Source: an optimization exercise on an open RTL-to-GDS flow (aim: a short achievable clock period and few clock cycles per item). Production flows keep margins and buffers that such runs may drop.
Function was checked by simulation only, so behaviour that the tests miss may differ from the original.
Power and IR drop assume default switching activity.

## yay0_dec
module yay0_dec (
    input  wire        clk,
    input  wire        rst,         
    input  wire        start,       
    input  wire [31:0] base,        
    input  wire [31:0] in_len,      
    input  wire [31:0] out_cap,     
    output wire        busy,
    output wire        done,        
    output wire [3:0]  err,         
    output wire [31:0] size,        
    output reg         in_re,
    output reg  [31:0] in_addr,
    input  wire [7:0]  in_rdata,
    output reg         out_we,
    output reg  [31:0] out_waddr,
    output reg  [7:0]  out_wdata,
    output reg         out_re,
    output reg  [31:0] out_raddr,
    input  wire [7:0]  out_rdata
);
    localparam [3:0] E_NONE   = 4'd0,
                     E_MAGIC  = 4'd1,
                     E_BOUNDS = 4'd4,
                     E_TRUNC  = 4'd5,
                     E_BADREF = 4'd8;
    localparam [2:0] P_IDLE = 3'd0,
                     P_HDR  = 3'd2,
                     P_EV1  = 3'd3,
                     P_RUN  = 3'd5,
                     P_FIN  = 3'd6;
    localparam KD = 8;      
    localparam PD = 4;      
    localparam CD = 2;      
  ...
Size in the first run: roughly 1,100 flip-flops, ~260 I/O pins, ~0.050 mm2 of cells after synthesis.
export LEC_CHECK = 0
export CAP_MARGIN = 20
export CORE_MARGIN = 2
export CORE_UTILIZATION = 60
export CTS_CLUSTER_DIAMETER = 100
export CTS_CLUSTER_SIZE = 20
export SLEW_MARGIN = 20
create_clock -name core_clock -period 8.0 [get_ports {clk}]
standard.sh (not shown) runs the stock make flow with config.mk's settings and CLKGATE_MAP_FILE= SYNTH_SCRIPT=/design/flow/synth_recipe.tcl, a recipe that flattens the netlist after the stock synthesis.
==> flow/flow/run.sh <==
#!/bin/bash
# The standard layout (standard.sh: the standard synthesis, floorplan,
# placement, CTS and routing, unchanged), with two repair settings changed:
#  - the I/O port buffers are inserted as buf_4 cells rather than the
#    resizer's default pick, a slow delay cell;
set -euo pipefail
export BUFFER_PORTS_ARGS="-buffer_cell sky130_fd_sc_hd__buf_4"
export SETUP_SLACK_MARGIN=5.4
bash standard.sh > standard.log 2>&1
Testbench counts at the start, summed over its fixed seeds: cycles 236,650, bytes 233,110.
Rerun with:
--- a/flow/design.v
+++ b/flow/design.v
@@ -64,26 +64,28 @@
     reg [1:0]  cq_n;
     reg [7:0]  p_hi;
     reg        p_half;
     reg [17*PD-1:0] pq;              
     reg [2:0]  pq_n;
     reg [9*KD-1:0] kq;               
     reg [3:0]  kq_n;
     wire [32:0] cq0 = cq[32:0];
     wire [16:0] pq0 = pq[16:0];
     wire [8:0]  kq0 = kq[8:0];
     reg [1:0]  h_n;
     reg        h_magic_ok, h_t0, h_t3;
+    reg [31:0] h_w;                  
     reg [33:0] h_sum;                
-    reg        ld_p, ld_k;
+    reg        ld_p1, ld_k1, ld_s;   
+    reg        ld_p, ld_k;           
     reg [31:0] cw;
     reg        cw_t;
     reg [5:0]  cb;
     reg        cb_nz, cb_1;          
     reg [31:0] cw2;                  
     reg        cw2_t, cw2_v;
     reg        cq_ne, pq_ne, kq_ne;  
     localparam RW = 2 + 16 + 8 + 1 + 1 + 9;
     reg [2*RW-1:0] rq;
     reg [1:0]  rq_n;
     reg [22:0] rhm1;
     reg        pb;
@@ -242,45 +244,50 @@
             if (pop_k) begin
                 if (push_k && i == kq_n - 1)
                     kq[9*i +: 9] <= {!r_ok, in_rdata};
                 else if (i < KD - 1)
                     kq[9*i +: 9] <= kq[9*(i+1) +: 9];
             end else if (push_k && i == kq_n)
                 kq[9*i +: 9] <= {!r_ok, in_rdata};
         end
         kq_n <= (pop_k == push_k) ? kq_n : pop_k ? kq_n - 4'd1 : kq_n + 4'd1;
         kq_ne <= push_k || (kq_n > 4'd1) || (kq_n == 4'd1 && !pop_k);
         pb   <= e_take && e_b;
         rhm1 <= rhm1 - {22'd0, pb};
-        h_sum <= {2'b00, c_base} + {2'b00, cq0[31:0]};
+        h_w   <= cq0[31:0];
+        h_sum <= {2'b00, c_base} + {2'b00, h_w};
+        ld_p  <= ld_p1;
+        ld_k  <= ld_k1;
+        ld_p1 <= 1'b0;
+        ld_k1 <= 1'b0;
+        ld_s  <= 1'b0;
+        if (ld_s) size_gt <= (h_w > c_cap);
         if (ld_p) begin
             pa   <= h_sum;
             pe   <= 1'b1;
-            ld_p <= 1'b0;
         end
-        if (ld_k) begin
+        if (ld_k && ph != P_FIN) begin
             ka   <= h_sum;
             ke   <= 1'b1;
-            ld_k <= 1'b0;
         end
         case (ph)
             P_HDR: begin
                 if (h_take) begin
                     h_n <= h_n + 2'd1;
                     case (h_n)
                         2'd0: begin h_magic_ok <= (cq0[31:0] == 32'h59617930); h_t0 <= cq0[32]; end
-                        2'd1: begin h_size <= cq0[31:0]; size_gt <= (cq0[31:0] > c_cap); end
-                        2'd2: ld_p <= 1'b1;
+                        2'd1: begin h_size <= cq0[31:0]; ld_s <= 1'b1; end
+                        2'd2: ld_p1 <= 1'b1;
                         default: begin
-                            ld_k <= 1'b1;
+                            ld_k1 <= 1'b1;
                             h_t3 <= cq0[32];
                             ph   <= P_EV1;
                         end
                     endcase
                 end
             end
             P_EV1: begin
                 rl    <= h_size[8:0];
                 pb    <= 1'b0;
                 rhm1  <= h_size[31:9] - 23'd1;
                 rh_z  <= (h_size[31:9] == 23'd0);
                 rh_1  <= (h_size[31:9] == 23'd1);
@@ -395,50 +402,55 @@
             idle_r <= 1'b1;
         end
         start_q <= start && idle_r;
         if (start && idle_r) begin
             idle_r  <= 1'b0;
             in_re   <= 1'b1;
             in_addr <= base;
             i_tag   <= T_C;
             i_ok    <= 1'b1;
             busy_r  <= 1'b1;
             ph      <= P_HDR;
             ce      <= 1'b1;
+            pe      <= 1'b0;
+            ke      <= 1'b0;
             c_res   <= 4'd1;
             c_asm_n <= 2'd0;
             cq_n    <= 2'd0;
             cq_ne   <= 1'b0;
             h_n     <= 2'd0;
             ld_p    <= 1'b0;
             ld_k    <= 1'b0;
+            ld_p1   <= 1'b0;
+            ld_k1   <= 1'b0;
         end
         if (start_q) begin
             p_res <= 4'd0; k_res <= 4'd0;
             p_half  <= 1'b0;
             pq_n <= 3'd0; kq_n <= 4'd0;
             pq_ne <= 1'b0; kq_ne <= 1'b0;
             rq_n <= 2'd0;
             dq_n <= 2'd0;
             wp   <= 32'd0;
             wph_m1 <= 20'hFFFFF;
             out_waddr <= 32'hFFFFFFFF;
         end
         if (rst) begin
             ph      <= P_IDLE;
             start_q <= 1'b0;
             busy_r  <= 1'b0;
             idle_r  <= 1'b1;
             done_r  <= 1'b0;
             in_re   <= 1'b0;
             out_we  <= 1'b0;
             out_re  <= 1'b0;
             ce <= 1'b0; pe <= 1'b0; ke <= 1'b0;
+            ld_p <= 1'b0; ld_k <= 1'b0; ld_p1 <= 1'b0; ld_k1 <= 1'b0;
             r_v  <= 1'b0;
             rq_n <= 2'd0;
             dq_n <= 2'd0;
             cv   <= 1'b0;
             rv   <= 1'b0;
             mv   <= 1'b0;
         end
     end
 endmodule
The changed run went through all stages and came out clean.
Cell area is about the same.
Worst hold slack loses 0.0032 ns.
Setup slack hardly moves.
Routed wire length rises by 0.54%.
Register-to-register slack loses 0.03 ns.
Utilization falls by 1.3 points.
Total power rises by 3.0%.
Synthesized area rises by 2.2%.
Via count rises by 0.58%.
Global-route usage rises by 0.35 points.
Testbench counts after the change, summed over its fixed seeds: cycles 236,658, bytes 233,110.

re-timing with driven ports:
Ports are ideal in the flow. The routed layouts listed here were re-timed in OpenROAD. Step 1, drivers: a clkbuf_16 drives clk and a buf_2 each remaining input, both assumed. Step 2 also shifts input and output timing later by t, the mid clock arrival at the registers, as if the neighbouring blocks saw the same clock. Three values: no drivers, after step 1, after step 2; two values: the first two.
| run | t, ns | slack for setup (ns) | worst hold slack (ns) | clock arrival spread, ns |
|---|---|---|---|---|
| the first run | 0.740 | 5.231 / 5.164 / 4.671 | 0.326 / 0.326 / 0.326 | 0.044 / 0.045 |
| the second run | 0.716 | 5.231 / 5.163 / 4.535 | 0.323 / 0.323 / 0.323 | 0.028 / 0.029 |
After both steps setup and hold are still met in every run listed. For the second run, which loses most, drivers alone change the setup slack by -0.068 ns; drivers and shift together by -0.696 ns.
